From an optimization exercise on the open Yosys and OpenROAD flow, aimed at small area, a short achievable clock period and few clock cycles per item; shortcuts taken in it are not production practice. Where RTL was checked, it was by simulation tests only, not by an equivalence proof against the original. Only the layout flow was run in run 2; the RTL was not checked for function there.

==> flow/design.v, too long to show whole: its modules and the start of the top module <==
// module cq_quant: 388 lines
// module cq_min4: 21 lines
// module cq_sq: 351 lines
// module cq_ws: 647 lines
module cq_quant #(
    parameter MAX_W = 16
) (
    input  wire        clk,
    input  wire        rst,
    input  wire        pal_we,
    input  wire [7:0]  pal_waddr,
    input  wire [23:0] pal_wdata,
    input  wire        start,
    input  wire        cfg_dither,
    input  wire [8:0]  cfg_pal_size,
    input  wire [3:0]  cfg_wr,
    input  wire [3:0]  cfg_wg,
    input  wire [3:0]  cfg_wb,
    input  wire [4:0]  cfg_width,
    input  wire [15:0] cfg_height,
    output wire        busy,
    input  wire        pix_valid,
    input  wire [23:0] pix_data,
    output wire        pix_ready,
    output wire        out_valid,
    input  wire        out_ready,
    output wire [7:0]  out_index,
    output wire [21:0] out_dist
);
  // ...
==> flow/run.sh <==
#!/bin/bash
# synth_recipe.tcl (not shown) runs the flow's synth.tcl, then flattens the netlist and writes it again
# the make line also repeats each setting of config.mk as NAME=value (left out here)
make -C /OpenROAD-flow-scripts/flow DESIGN_CONFIG=/design/flow/config.mk WORK_HOME=/design/flow/orfs CLKGATE_MAP_FILE= SYNTH_SCRIPT=/design/flow/synth_recipe.tcl finish
==> flow/config.mk <==
export PLATFORM = sky130hd
export DESIGN_NAME = cq_quant
export DESIGN_NICKNAME = cq_quant
export VERILOG_FILES = /design/flow/design.v
export SDC_FILE = /design/flow/constraint.sdc
export NUM_CORES = 8
export LEC_CHECK = 0
export CAP_MARGIN = 20
export CELL_PAD_IN_SITES_DETAIL_PLACEMENT = 1
export CORE_MARGIN = 2
export CORE_UTILIZATION = 30
export PLACE_DENSITY = 0.45
export SLEW_MARGIN = 20
export SYNTH_MEMORY_MAX_BITS = 8192
==> flow/constraint.sdc <==
create_clock -name core_clock -period 20.0 [get_ports {clk}]
set_input_delay 4.0000 -clock core_clock [delete_from_list [all_inputs] [get_ports {clk}]]
set_output_delay 4.0000 -clock core_clock [all_outputs]
set_load 0.01 [all_outputs]
==> metrics.md, run 1 <==
| Metric | Value |
|---|---|
| Largest contributor to cell area by class | `multi-input combinational cells` |
| Slowest stage cell, crit path | `sky130_fd_sc_hd__nor2_4` |
| Run status | `finished with violations` |
| Top area cells in the synthesized netlist | `sky130_fd_sc_hd__edfxtp_1 (32%), sky130_fd_sc_hd__fa_1 (16%), sky130_fd_sc_hd__ha_1 (11%), sky130_fd_sc_hd__dfxtp_1 (7.0%), sky130_fd_sc_hd__inv_1 (4.2%)` |
| Final-report max-slew violation count | `16` |
| Most repeated cell in the gate-level netlist after synthesis | `sky130_fd_sc_hd__inv_1` |
| Regs by FF count | `pal: 6144 flops, b_sq: 1440 flops, c_d: 704 flops` |
| Signal buf overhead | `1.88%` |
| Cell taking the most area after synthesis | `sky130_fd_sc_hd__edfxtp_1` |
| End point of the most critical hold path | `e_r$_DFF_P_` |
| Via count of the first global-routing pass | `551,514` |
| Total half-perimeter wirelength after legalization and detailed placement | `2,400,000 um` |
| Area of all sequential standard cells | `0.291 mm^2` |
| Number of synthesized register bits | `10,572` |
| TritonCTS Sinks | `10,572` |
| Proportion of synthesized flip-flops having asynchronous set or reset | `0%` |
| Synth Area in Compound Gates | `10.7%` |
| Mapped Area | `0.744 mm^2` |
| Fraction of final layout cells sized beyond drive strength 1 | `7.88%` |
| Layout Check Fails | `max-slew violations` |
| EDFF count, synth | `7,956` |
| FP Rows | `578` |
| Worst Path Buf+Inv | `7` |
| Maxcap violations | `0` |
| Port bufs | `136` |
| Xor and xnor fraction of the mapped netlist area | `3.66%` |
| Number of antenna violations at the first check in global routing | `613` |
| Worst slack after detailed placement | `7.65 ns` |
| CP Max Fanout | `25` |
| Post-route fraction of the period consumed by the critical path | `62.8%` |
| Worst r2r src | `e_v$_SDFF_PP0_` |
| Routability congestion estimate | `0.997` |
| Synth Area in Simple Gates | `10.3%` |
| Flip-flop and latch share of the layout cell area | `34.8%` |
| CTS Buf Count | `1,267` |
| Met1 Resource Use GR | `33.3%` |
Testbench counts, summed over its fixed seeds: cycles 13,664, items 2,144.
==> module cq_quant, before the edit <==
module cq_quant #(
    parameter MAX_W = 16
) (
    input  wire        clk,
    input  wire        rst,
    input  wire        pal_we,
    input  wire [7:0]  pal_waddr,
    input  wire [23:0] pal_wdata,
    input  wire        start,
    input  wire        cfg_dither,
    input  wire [8:0]  cfg_pal_size,
    input  wire [3:0]  cfg_wr,
    input  wire [3:0]  cfg_wg,
    input  wire [3:0]  cfg_wb,
    input  wire [4:0]  cfg_width,
    input  wire [15:0] cfg_height,
    output wire        busy,
    input  wire        pix_valid,
    input  wire [23:0] pix_data,
    output wire        pix_ready,
    output wire        out_valid,
    input  wire        out_ready,
    output wire [7:0]  out_index,
    output wire [21:0] out_dist
);
    genvar gb, gs;
    integer k;
    reg [23:0] pal [0:255];
    reg        run;
    always @(posedge clk)
        if (pal_we && !run)
            pal[pal_waddr] <= pal_wdata;
    reg        dither;
    reg [7:0]  nm1;                  
    reg [11:0] wts;                  
    reg [4:0]  wm1;                  
    reg [15:0] hm1;                  
    wire [2:0] last_slot = nm1[7:5];
    reg [23:0] pbuf [0:15];
    reg [15:0] pbv;
    reg [4:0]  tx;
    reg [15:0] ty;
    reg        tdone;
    reg        pr;
    reg [1:0]          ract;         
    reg [4:0]          rx    [0:1];  
    reg [4:0]          rdone [0:1];  
    reg [1:0]          rfly;         
    reg [1:0]          rz;           
    reg [23:0]         vr    [0:1];  
    reg [26:0]         ep    [0:1];  
    reg [38:0]         rp0   [0:1];  
    reg [38:0]         rp1   [0:1];  
    reg                old;          
    reg [15:0]         yo;           
    reg [38:0] eb [0:15];
    reg [29:0] rb [0:15];
    reg [15:0] rbv;                  
    reg [15:0] rsv;                  
    reg [4:0]  ox;
    reg [15:0] oy;
    reg        ov, olast;
    reg [7:0]  oi;
    reg [21:0] od;
    reg        a_act;
    reg [2:0]  slot;
    reg [23:0] vs;
    reg        a_r;
    reg [4:0]  a_x;
    reg        b_v, b_first, b_last, b_r;
    reg [2:0]  b_slot;
    reg [4:0]  b_x;
    reg [47:0] b_sq [0:31];
    reg        c_v, c_first, c_last, c_r;
    reg [2:0]  c_slot;
    reg [4:0]  c_x;
    reg [21:0] c_d [0:31];
    reg        d_v, d_first, d_last, d_r;
    reg [2:0]  d_slot;
    reg [4:0]  d_x;
    reg [21:0] d_d [0:7];
    reg [1:0]  d_i [0:7];
    reg        m_v, m_first, m_last, m_r;
    reg [2:0]  m_slot;
    reg [4:0]  m_x;
    reg [21:0] m_d [0:1];
    reg [3:0]  m_i [0:1];
    reg [21:0] run_d;
    reg [7:0]  run_i;
    reg        e_v, e_r;
    reg [4:0]  e_x;
    reg [7:0]  e_idx;
    reg        f_v, f_r;
    reg [4:0]  f_x;
    reg [26:0] f_e;
    wire       rr = e_v;             
    wire [2:0] rslot = rr ? e_idx[7:5] : slot;
    wire [7:0] rsel = 8'd1 << rslot;
    wire [23:0] rd [0:31];
    generate
        for (gb = 0; gb < 32; gb = gb + 1) begin : g_rd
            wire [23:0] t [0:8];
            assign t[0] = 24'd0;
            for (gs = 0; gs < 8; gs = gs + 1) begin : g_s
                assign t[gs + 1] = t[gs] | ({24{rsel[gs]}} & pal[gs * 32 + gb]);
            end
            assign rd[gb] = t[8];
        end
    endgenerate
    wire [47:0] sq [0:31];
    generate
        for (gb = 0; gb < 32; gb = gb + 1) begin : g_sq
            cq_sq u_sq (.v(vs), .p(rd[gb]), .sq(sq[gb]));
        end
    endgenerate
    wire [21:0] dw [0:31];
    generate
        for (gb = 0; gb < 32; gb = gb + 1) begin : g_ws
            wire [21:0] t;
            cq_ws u_ws (.sq(b_sq[gb]), .w(wts), .d(t));
            wire ok = (b_slot != last_slot) || (gb <= nm1[4:0]);
            assign dw[gb] = t | {22{~ok}};
        end
    endgenerate
    wire [21:0] cw_d [0:7];
    wire [1:0]  cw_i [0:7];
    generate
        for (gb = 0; gb < 8; gb = gb + 1) begin : g_c
            cq_min4 u_m (.d0(c_d[4*gb]), .d1(c_d[4*gb+1]), .d2(c_d[4*gb+2]), .d3(c_d[4*gb+3]),
                         .d(cw_d[gb]), .i(cw_i[gb]));
        end
    endgenerate
    wire [21:0] dw_d [0:1];
    wire [3:0]  dw_i [0:1];
    generate
        for (gb = 0; gb < 2; gb = gb + 1) begin : g_d
            wire [1:0] j;
            cq_min4 u_m (.d0(d_d[4*gb]), .d1(d_d[4*gb+1]), .d2(d_d[4*gb+2]), .d3(d_d[4*gb+3]),
                         .d(dw_d[gb]), .i(j));
            assign dw_i[gb] = {j, d_i[4*gb + j]};
        end
    endgenerate
    wire lt_ba = m_d[1] < m_d[0];
    wire lt_ar = m_d[0] < run_d;
    wire lt_br = m_d[1] < run_d;
    wire win_r = !m_first && !lt_ar && !lt_br;
    wire win_b = (m_first || lt_br) && lt_ba;
    wire [21:0] mg_d = win_r ? run_d : win_b ? m_d[1] : m_d[0];
    wire [7:0]  mg_i = win_r ? run_i : win_b ? {m_slot, 1'b1, m_i[1]} : {m_slot, 1'b0, m_i[0]};
    wire        push = m_v && m_last;
    wire [23:0] cp = rd[e_idx[4:0]];
    wire [23:0] ev = vr[e_r];
    wire [8:0]  e_rn = {1'b0, ev[7:0]}   - {1'b0, cp[7:0]};
    wire [8:0]  e_gn = {1'b0, ev[15:8]}  - {1'b0, cp[15:8]};
    wire [8:0]  e_bn = {1'b0, ev[23:16]} - {1'b0, cp[23:16]};
    wire        f_end = (f_x == wm1);
    wire signed [8:0]  fe_r = f_e[8:0];
    wire signed [8:0]  fe_g = f_e[17:9];
    wire signed [8:0]  fe_b = f_e[26:18];
    wire [38:0] fp0 = rp0[f_r];
    wire [38:0] fp1 = rp1[f_r];
    wire signed [12:0] n0_r = $signed(fp0[12:0])  + 13'sd3 * fe_r;    
    wire signed [12:0] n0_g = $signed(fp0[25:13]) + 13'sd3 * fe_g;
    wire signed [12:0] n0_b = $signed(fp0[38:26]) + 13'sd3 * fe_b;
    wire signed [12:0] n1_r = $signed(fp1[12:0])  + 13'sd5 * fe_r;    
    wire signed [12:0] n1_g = $signed(fp1[25:13]) + 13'sd5 * fe_g;
    wire signed [12:0] n1_b = $signed(fp1[38:26]) + 13'sd5 * fe_b;
    wire signed [12:0] fx_r = fe_r;
    wire signed [12:0] fx_g = fe_g;
    wire signed [12:0] fx_b = fe_b;
    function [7:0] adjust;
        input [7:0]         p;
        input signed [12:0] a;
        reg signed [14:0]   s;
        reg signed [10:0]   q;
        begin
            s = $signed({3'b000, p, 4'b0000}) + a + 15'sd8;
            q = s >>> 4;
            if (q < 0)
                adjust = 8'd0;
            else if (q > 255)
                adjust = 8'd255;
            else
                adjust = q[7:0];
        end
    endfunction
    wire        a_free = !a_act || (slot == last_slot && !rr);
    wire [1:0]  rdy;
    wire [23:0] vn [0:1];
    generate
        for (gb = 0; gb < 2; gb = gb + 1) begin : g_row
            wire [4:0]  x    = rx[gb];
            wire        byp  = f_v && (f_r == gb);
            wire [26:0] pe   = byp ? f_e : ep[gb];
            wire [38:0] e0   = rz[gb] ? 39'd0 : eb[x[3:0]];
            wire signed [12:0] a_r = $signed(e0[12:0])  + 13'sd7 * $signed(pe[8:0]);
            wire signed [12:0] a_g = $signed(e0[25:13]) + 13'sd7 * $signed(pe[17:9]);
            wire signed [12:0] a_b = $signed(e0[38:26]) + 13'sd7 * $signed(pe[26:18]);
            wire [23:0] px   = pbuf[x[3:0]];
            assign vn[gb] = dither ? {adjust(px[23:16], a_b), adjust(px[15:8], a_g), adjust(px[7:0], a_r)}
                                   : px;
            wire isold = (old == gb);
            wire [5:0] need = {1'b0, x} + 6'd2;
            wire dep  = isold || (dither && ({1'b0, rdone[old]} >= need));
            wire fly  = !dither || !rfly[gb] || byp;
            assign rdy[gb] = run && ract[gb] && (x <= wm1) && pbv[x[3:0]] && !rsv[x[3:0]] &&
                             dep && fly && a_free;
        end
    endgenerate
    wire       iss_o = rdy[old];
    wire       issue = rdy[0] || rdy[1];
    wire       ir    = iss_o ? old : !old;
    wire [4:0] ix    = rx[ir];
    wire [23:0] v_is = vn[ir];
    wire retire = dither ? (f_v && f_end && f_r == old)
                         : (issue && ir == old && ix == wm1);
    wire [15:0] ynew = yo + 16'd2;
    wire        rnew = (ynew <= hm1) && (yo < 16'hfffe);
    wire        take = pix_valid && pr;
    wire        t_end = (tx == wm1);
    wire [4:0]  tx_n  = take ? (t_end ? 5'd0 : tx + 5'd1) : tx;
    wire        tdone_n = tdone || (take && t_end && ty == hm1);
    wire [15:0] pbv_n = (pbv | (take ? (16'd1 << tx[3:0]) : 16'd0)) &
                        ~(issue ? (16'd1 << ix[3:0]) : 16'd0);
    wire        ld = run && rbv[ox[3:0]] && (!ov || out_ready);
    wire        o_end = (ox == wm1);
    assign busy      = run;
    assign pix_ready = pr;
    assign out_valid = ov;
    assign out_index = oi;
    assign out_dist  = od;
    always @(posedge clk) begin
        for (k = 0; k < 32; k = k + 1) begin
            b_sq[k] <= sq[k];
            c_d[k]  <= dw[k];
        end
        for (k = 0; k < 8; k = k + 1) begin
            d_d[k] <= cw_d[k];
            d_i[k] <= cw_i[k];
        end
        m_d[0] <= dw_d[0]; m_i[0] <= dw_i[0];
        m_d[1] <= dw_d[1]; m_i[1] <= dw_i[1];
        b_first <= (slot == 3'd0); b_last <= (slot == last_slot); b_slot <= slot;
        b_r <= a_r; b_x <= a_x;
        c_first <= b_first; c_last <= b_last; c_slot <= b_slot; c_r <= b_r; c_x <= b_x;
        d_first <= c_first; d_last <= c_last; d_slot <= c_slot; d_r <= c_r; d_x <= c_x;
        m_first <= d_first; m_last <= d_last; m_slot <= d_slot; m_r <= d_r; m_x <= d_x;
        if (m_v) begin
            run_d <= mg_d;
            run_i <= mg_i;
        end
        if (push)
            rb[m_x[3:0]] <= {mg_i, mg_d};
        e_r <= m_r; e_x <= m_x; e_idx <= mg_i;
        f_r <= e_r; f_x <= e_x;
        f_e <= {e_bn, e_gn, e_rn};
        if (take)
            pbuf[tx[3:0]] <= pix_data;
        if (issue) begin
            vs  <= v_is;
            a_r <= ir;
            a_x <= ix;
            vr[ir] <= v_is;
        end
        if (ld) begin
            oi    <= rb[ox[3:0]][29:22];
            od    <= rb[ox[3:0]][21:0];
            olast <= o_end && (oy == hm1);
        end
        if (f_v) begin
            if (f_x != 5'd0)
                eb[f_x[3:0] - 4'd1] <= {n0_b, n0_g, n0_r};
            if (f_end)
                eb[wm1[3:0]] <= {n1_b, n1_g, n1_r};
            rp0[f_r] <= {n1_b, n1_g, n1_r};
            rp1[f_r] <= f_end ? 39'd0 : {fx_b, fx_g, fx_r};
            ep[f_r]  <= f_end ? 27'd0 : f_e;
        end
        if (rst) begin
            run   <= 1'b0;
            pr    <= 1'b0;
            pbv   <= 16'd0;
            rbv   <= 16'd0;
            rsv   <= 16'd0;
            ov    <= 1'b0;
            a_act <= 1'b0;
            b_v   <= 1'b0;
            c_v   <= 1'b0;
            d_v   <= 1'b0;
            m_v   <= 1'b0;
            e_v   <= 1'b0;
            f_v   <= 1'b0;
            ract  <= 2'b00;
            rfly  <= 2'b00;
        end else begin
            b_v <= a_act && !rr;
            c_v <= b_v;
            d_v <= c_v;
            m_v <= d_v;
            e_v <= push && dither;
            f_v <= e_v;
            if (a_act && !rr) begin
                if (slot == last_slot) begin
                    slot  <= 3'd0;
                    a_act <= issue;
                end else begin
                    slot <= slot + 3'd1;
                end
            end else if (!a_act && issue) begin
                a_act <= 1'b1;
                slot  <= 3'd0;
            end
            tx    <= tx_n;
            if (take && t_end)
                ty <= ty + 16'd1;
            tdone <= tdone_n;
            pbv   <= pbv_n;
            pr    <= run && !tdone_n && !pbv_n[tx_n[3:0]];
            if (f_v) begin
                rfly[f_r]  <= 1'b0;
                rdone[f_r] <= rdone[f_r] + 5'd1;
            end
            if (issue) begin
                rx[ir] <= ix + 5'd1;
                if (dither)
                    rfly[ir] <= 1'b1;
            end
            if (retire) begin
                old <= !old;
                yo  <= yo + 16'd1;
                ract[old]  <= rnew;
                rx[old]    <= 5'd0;
                rdone[old] <= 5'd0;
                rfly[old]  <= 1'b0;
                rz[old]    <= 1'b0;
            end
            if (issue)
                rsv[ix[3:0]] <= 1'b1;
            if (push)
                rbv[m_x[3:0]] <= 1'b1;
            if (ld) begin
                rbv[ox[3:0]] <= 1'b0;
                rsv[ox[3:0]] <= 1'b0;
                ox <= o_end ? 5'd0 : ox + 5'd1;
                if (o_end)
                    oy <= oy + 16'd1;
                ov <= 1'b1;
            end else if (out_ready) begin
                ov <= 1'b0;
            end
            if (ov && out_ready && olast)
                run <= 1'b0;
            if (!run && start) begin
                run    <= 1'b1;
                dither <= cfg_dither;
                nm1    <= cfg_pal_size[7:0] - 8'd1;
                wts    <= {cfg_wb, cfg_wg, cfg_wr};
                wm1    <= cfg_width - 5'd1;
                hm1    <= cfg_height - 16'd1;
                tx     <= 5'd0;
                ty     <= 16'd0;
                tdone  <= 1'b0;
                pbv    <= 16'd0;
                pr     <= 1'b1;
                rbv    <= 16'd0;
                rsv    <= 16'd0;
                ox     <= 5'd0;
                oy     <= 16'd0;
                old    <= 1'b0;
                yo     <= 16'd0;
                ract   <= {cfg_height != 16'd1, 1'b1};
                rfly   <= 2'b00;
                rz     <= 2'b01;
                rx[0] <= 5'd0; rx[1] <= 5'd0;
                rdone[0] <= 5'd0; rdone[1] <= 5'd0;
            end
        end
        if (!rst && ((!run && start) || retire)) begin
            if (!run && start) begin
                ep[0] <= 27'd0; ep[1] <= 27'd0;
                rp1[0] <= 39'd0; rp1[1] <= 39'd0;
            end else begin
                ep[old]  <= 27'd0;
                rp1[old] <= 39'd0;
            end
        end
    end
endmodule
==> inputs of run 2 (changes only) <==
==> flow/design.v (replaced) <==
module cq_quant #(
    parameter MAX_W = 16            
) (
    input  wire        clk,
    input  wire        rst,           
    input  wire        pal_we,
    input  wire [7:0]  pal_waddr,
    input  wire [23:0] pal_wdata,     
    input  wire        start,
    input  wire        cfg_dither,
    input  wire [8:0]  cfg_pal_size,  
    input  wire [3:0]  cfg_wr,        
    input  wire [3:0]  cfg_wg,
    input  wire [3:0]  cfg_wb,
    input  wire [4:0]  cfg_width,     
    input  wire [15:0] cfg_height,    
    output wire        busy,
    input  wire        pix_valid,
    input  wire [23:0] pix_data,      
    output wire        pix_ready,
    output reg         out_valid,
    input  wire        out_ready,
    output reg  [7:0]  out_index,
    output reg  [21:0] out_dist
);
    localparam S_IDLE = 3'd0;
    localparam S_WAIT = 3'd1;
    localparam S_SCAN = 3'd2;
    localparam S_DONE = 3'd3;
    localparam S_OUT  = 3'd4;
    reg [2:0] state;
    reg [23:0] pal [0:255];
    reg        dither;
    reg [8:0]  n;
    reg [3:0]  wr, wg, wb;
    reg [4:0]  width;
    reg [15:0] height;
    reg [4:0]  x;
    reg [15:0] y;
    reg signed [12:0] e0_r [0:MAX_W-1];
    reg signed [12:0] e0_g [0:MAX_W-1];
    reg signed [12:0] e0_b [0:MAX_W-1];
    reg signed [12:0] e1_r [0:MAX_W-1];
    reg signed [12:0] e1_g [0:MAX_W-1];
    reg signed [12:0] e1_b [0:MAX_W-1];
    reg [7:0]  v_r, v_g, v_b;
    reg [7:0]  i;
    reg [7:0]  best;
    reg [21:0] best_d;
    integer k;
    assign busy      = (state != S_IDLE);
    assign pix_ready = (state == S_WAIT);
    function [7:0] adjust;
        input [7:0]         p;
        input signed [12:0] a;
        reg signed [14:0]   s;
        reg signed [10:0]   q;
        begin
            s = $signed({3'b000, p, 4'b0000}) + a + 15'sd8;
            q = s >>> 4;
            if (q < 0)
                adjust = 8'd0;
            else if (q > 255)
                adjust = 8'd255;
            else
                adjust = q[7:0];
        end
    endfunction
    function [19:0] term;
        input [7:0] a;
        input [7:0] b;
        input [3:0] w;
        reg signed [8:0] d;
        reg [15:0] sq;
        begin
            d = $signed({1'b0, a}) - $signed({1'b0, b});
            sq = d * d;
            term = sq * w;
        end
    endfunction
    wire [23:0] cand   = pal[i];
    wire [21:0] cand_d = term(v_r, cand[7:0],   wr)
                       + term(v_g, cand[15:8],  wg)
                       + term(v_b, cand[23:16], wb);
    wire [23:0] chosen = pal[best];
    wire signed [12:0] err_r = $signed({5'b0, v_r}) - $signed({5'b0, chosen[7:0]});
    wire signed [12:0] err_g = $signed({5'b0, v_g}) - $signed({5'b0, chosen[15:8]});
    wire signed [12:0] err_b = $signed({5'b0, v_b}) - $signed({5'b0, chosen[23:16]});
    wire last_col = (x == width - 5'd1);
    wire last_row = (y == height - 16'd1);
    always @(posedge clk) begin
        if (pal_we && state == S_IDLE)
            pal[pal_waddr] <= pal_wdata;
    end
    always @(posedge clk) begin
        if (rst) begin
            state     <= S_IDLE;
            out_valid <= 1'b0;
        end else begin
            case (state)
            S_IDLE: begin
                if (start) begin
                    dither <= cfg_dither;
                    n      <= cfg_pal_size;
                    wr     <= cfg_wr;
                    wg     <= cfg_wg;
                    wb     <= cfg_wb;
                    width  <= cfg_width;
                    height <= cfg_height;
                    x      <= 5'd0;
                    y      <= 16'd0;
                    for (k = 0; k < MAX_W; k = k + 1) begin
                        e0_r[k] <= 13'sd0; e0_g[k] <= 13'sd0; e0_b[k] <= 13'sd0;
                        e1_r[k] <= 13'sd0; e1_g[k] <= 13'sd0; e1_b[k] <= 13'sd0;
                    end
                    state <= S_WAIT;
                end
            end
            S_WAIT: begin
                if (pix_valid) begin
                    if (dither) begin
                        v_r <= adjust(pix_data[7:0],   e0_r[x]);
                        v_g <= adjust(pix_data[15:8],  e0_g[x]);
                        v_b <= adjust(pix_data[23:16], e0_b[x]);
                    end else begin
                        v_r <= pix_data[7:0];
                        v_g <= pix_data[15:8];
                        v_b <= pix_data[23:16];
                    end
                    i     <= 8'd0;
                    state <= S_SCAN;
                end
            end
            S_SCAN: begin
                if (i == 8'd0 || cand_d < best_d) begin
                    best   <= i;
                    best_d <= cand_d;
                end
                if ({1'b0, i} == n - 9'd1)
                    state <= S_DONE;
                else
                    i <= i + 8'd1;
            end
            S_DONE: begin
                if (dither) begin
                    for (k = 0; k < MAX_W; k = k + 1) begin
                        if (last_col) begin
                            e0_r[k] <= e1_r[k]
                                     + ((!last_row && k + 1 == x)  ? 13'sd3 * err_r : 13'sd0)
                                     + ((!last_row && k == x)      ? 13'sd5 * err_r : 13'sd0);
                            e0_g[k] <= e1_g[k]
                                     + ((!last_row && k + 1 == x)  ? 13'sd3 * err_g : 13'sd0)
                                     + ((!last_row && k == x)      ? 13'sd5 * err_g : 13'sd0);
                            e0_b[k] <= e1_b[k]
                                     + ((!last_row && k + 1 == x)  ? 13'sd3 * err_b : 13'sd0)
                                     + ((!last_row && k == x)      ? 13'sd5 * err_b : 13'sd0);
                            e1_r[k] <= 13'sd0;
                            e1_g[k] <= 13'sd0;
                            e1_b[k] <= 13'sd0;
                        end else begin
                            if (k == x + 1) begin
                                e0_r[k] <= e0_r[k] + 13'sd7 * err_r;
                                e0_g[k] <= e0_g[k] + 13'sd7 * err_g;
                                e0_b[k] <= e0_b[k] + 13'sd7 * err_b;
                            end
                            if (!last_row) begin
                                if (k + 1 == x) begin
                                    e1_r[k] <= e1_r[k] + 13'sd3 * err_r;
                                    e1_g[k] <= e1_g[k] + 13'sd3 * err_g;
                                    e1_b[k] <= e1_b[k] + 13'sd3 * err_b;
                                end
                                if (k == x) begin
                                    e1_r[k] <= e1_r[k] + 13'sd5 * err_r;
                                    e1_g[k] <= e1_g[k] + 13'sd5 * err_g;
                                    e1_b[k] <= e1_b[k] + 13'sd5 * err_b;
                                end
                                if (k == x + 1) begin
                                    e1_r[k] <= e1_r[k] + err_r;
                                    e1_g[k] <= e1_g[k] + err_g;
                                    e1_b[k] <= e1_b[k] + err_b;
                                end
                            end
                        end
                    end
                end
                out_valid <= 1'b1;
                out_index <= best;
                out_dist  <= best_d;
                state     <= S_OUT;
            end
            S_OUT: begin
                if (out_ready) begin
                    out_valid <= 1'b0;
                    if (last_col) begin
                        x <= 5'd0;
                        y <= y + 16'd1;
                    end else begin
                        x <= x + 5'd1;
                    end
                    if (last_col && last_row)
                        state <= S_IDLE;
                    else
                        state <= S_WAIT;
                end
            end
            default: state <= S_IDLE;
            endcase
        end
    end
endmodule
==> metrics.md, run 2 <==
| Metric | Value |
|---|---|
| Setup violators final | `0` |
| Mapped Area | `0.453 mm^2 (-39%)` |
| DRC viols | `0` |
| Area of the die | `1.52 mm^2` |
| Ranking of synthesized cells by instance count | `sky130_fd_sc_hd__edfxtp_1 (7,548), sky130_fd_sc_hd__mux4_2 (4,080), sky130_fd_sc_hd__nor2_1 (3,429), sky130_fd_sc_hd__ha_1 (2,044), sky130_fd_sc_hd__clkbuf_1 (1,482)` |
| Detailed-route wire length per cell | `37.8 um` |
| Wire length of the first global-routing pass | `2,690,000 um` |
| Slowest stage cell, crit path | `sky130_fd_sc_hd__dfxtp_4` |
| Global-route usage over all layers | `25.4%` |
| Portion of synthesized cell area occupied by the leading cell type | `50.0%` |
| Shortest period the worst path allows | `18.21 ns` |
| Total half-perimeter wirelength after legalization and detailed placement | `1,320,000 um (-45%)` |
| Post-route cell area | `0.516 mm^2` |
| CTS root buffer | `sky130_fd_sc_hd__clkbuf_16` |
| Proportion of synthesized flip-flops having asynchronous set or reset | `0% (unchanged)` |
| Worst slack after detailed placement | `1.78 ns (-5.87 ns)` |
| Clock-pin transition on the worst setup and hold timing paths | `0.06 ns` |
| Count of buffers added by post-CTS timing repair for setup | `0` |
| Final WL | `1,980,000 um` |
| CP Max Fanout | `30 (+20%)` |
| Setup TNS Final | `0 ns` |
| FP Rows | `451 (-22%)` |
| Final-report max-slew violation count | `0 (-16)` |
| Port bufs | `137 (+0.74%)` |
| Run status | `no timing/DRC/antenna violations` |
| Count of hold buffers inserted by post-cts repair | `0` |
| EDFF count, synth | `7,548 (-5.1%)` |
| Initial core utilization | `30.1%` |
| Rel. slew slack | `7.45%` |
| Total number of H-tree levels | `6` |
| Number of vias in the routed layout | `306,939` |
| Post-route fraction of the period consumed by the critical path | `91.1% (+28 points)` |
| Worst Setup Start Kind | `register` |
| Final hold violation count | `0` |
| Final setup slack of the worst path | `1.79 ns` |
| Number of antenna violations at the first check in global routing | `265 (-57%)` |
| Synthesized instance count | `30,837` |
| Post-Synthesis Mean Instance Area | `14.7 um^2` |
| Cell family contributing the most delay on the critical path | `adder cells` |
| Core outline area | `1.51 mm^2` |
| Part of the Yosys area used for sequential elements | `50.1%` |
| Top metal layer carrying routed signals | `met5` |
| Most frequently used flop master after synthesis | `sky130_fd_sc_hd__edfxtp_1` |
| Required time at the endpoint of the critical path | `20.88 ns` |
| Global-route congestion overflow total | `0` |
| Highest-count cells in the layout ignoring fill and taps | `sky130_fd_sc_hd__edfxtp_1 (7,548), sky130_fd_sc_hd__mux4_2 (4,080), sky130_fd_sc_hd__nor2_1 (3,132)` |
| Kind of end point of the critical path | `register` |
| Max FFs per register | `6,144` |
| Achievable Freq | `54.9 MHz` |
| Maximum root-to-sink buffer count | `5` |
| Crit-path most repeated cell | `sky130_fd_sc_hd__fa_1` |
| Path type of the worst min-delay path | `reg -> reg` |
| Largest Register | `pal` |
| Drt initial violations | `38,649` |
| I/O pin count | `138` |
| Antenna viol nets, final | `0` |
| Width of the chip | `1230 um` |
| Number of vias per cell after detailed routing | `5.85` |
| Number of synthesized register bits | `7,568 (-28%)` |
| Routability congestion estimate | `0.911 (-8.7%)` |
| TritonCTS clock tree | `done` |
| Clock latency on the worst-skew pair | `1.32 ns` |
| Most repeated cell in the gate-level netlist after synthesis | `sky130_fd_sc_hd__edfxtp_1` |
| Number of library cell types mapped by synthesis | `90` |
| Maxcap violations | `0 (unchanged)` |
| Crit Path Class | `reg -> reg` |
| Max incr delay on CP | `1.05 ns` |
| TritonCTS Sinks | `7,568 (-28%)` |
| Most common library cell in the layout ignoring fill and taps | `sky130_fd_sc_hd__edfxtp_1` |
| RSZ-0062 raised after global routing | `no` |
| Net total in the final layout | `34,258` |
| M1 WL | `780,000 um` |
| Worst Path Buf+Inv | `11 (+4)` |
| Maximum number of pins on one net before global-route repair | `171` |
| Top area cells in the synthesized netlist | `sky130_fd_sc_hd__edfxtp_1 (50%), sky130_fd_sc_hd__mux4_2 (20%), sky130_fd_sc_hd__ha_1 (5.6%), sky130_fd_sc_hd__fa_1 (4.7%), sky130_fd_sc_hd__nor2_1 (2.8%)` |
| Clock Skew | `0.159 ns` |
| Wire length on met3 | `159,000 um` |
| Floorplan die height | `1230 um` |
| Cells resized by post-CTS repair | `0` |
| Pre-Repair DR Iteration Count | `6` |
| Cell taking the most area after synthesis | `sky130_fd_sc_hd__edfxtp_1` |
| Synthesis-to-layout area growth | `13.9%` |
| Post-place instance area | `0.486 mm^2` |
| Actual transition at the worst max-transition pin | `1.39 ns` |
| Via count of the first global-routing pass | `314,861 (-43%)` |
| Fraction of final layout cells sized beyond drive strength 1 | `22.4% (+15 points)` |
| Number of warnings printed during yosys synthesis | `7` |
| CTS Buf Count | `893 (-30%)` |
| Arrival time reported for the critical path endpoint | `19.09 ns` |
| Met2 routed WL | `926,000 um` |
==> run 2: cells by family after synthesis <==
kind of cell | share of synthesized area (%)
AO/OA/AOI/OAI | 6.55
XOR/XNOR | 3.69
adder cells (fa/ha/maj) | 10.3
multiplexers | 20.4
AND/OR/NAND/NOR | 6.49
buffers and inverters | 2.50
flip-flops | 50.1
==> run 2: worst paths after layout <==
kind	cells past startpoint	slack (ns)	start	to
min	0	0.46	best_d[2]$_DFFE_PP_	out_dist[2]$_DFFE_PP_
min reg2reg	0	0.46	best_d[2]$_DFFE_PP_	out_dist[2]$_DFFE_PP_
max	56	1.79	register	best_d[9]$_DFFE_PP_
max reg2reg	56	1.79	register	best_d[9]$_DFFE_PP_
==> run 2: cell type report <==
type                        count  area, um^2
clock buffer                 1064       23100
antenna                       545        1360
tap                         20158       25200
timing repair buffer         1205       10700
inverter                     1044        3920
multi-input combinational   20343      219000
clock inverter                568        5690
fill                       155321      991000
sequential                   7568      227000
==> run 2: layer usage <==
metal	track usage [%]	vias up
met4	13.4	56
met1	33.0	166675
met5	0	-
met2	40.7	14749
met3	4.52	3301
li1	-	122158
==> run 2: metrics by stage <==
step                utilization [%]  hold WS, ns  instances
global route                   34.2        0.472      52432
CTS                            34.2        0.463      51949
finish                         34.3        0.461      52495
floorplan                         -        0.420      30837
global placement               32.2        0.446      50315
detailed placement             32.2        0.450      50317

==> afterwards: timing with drivers on the ports <==
Ports are ideal in the flow. The routed layouts listed here were re-timed in OpenROAD. Step 1: set_driving_cell puts a clkbuf_16 on clk and a buf_2 on each other input, an assumption about the parent block. Step 2, shift: input delay + t, output delay - t, t = (earliest + latest rising clock arrival at the registers) / 2. This alone moves slack from input paths to output paths. a / b / c = ideal / step 1 / step 2; a / b = the first two.
run | t, ns | slack for setup (ns) | worst setup path at the end | clock arrival spread, ns
run 1 | 1.740 | 7.435 / 7.435 / 7.435 | register to register | 0.207 / 0.207
run 2 | 1.429 | 1.789 / 1.789 / 1.789 | register to register | 0.170 / 0.169
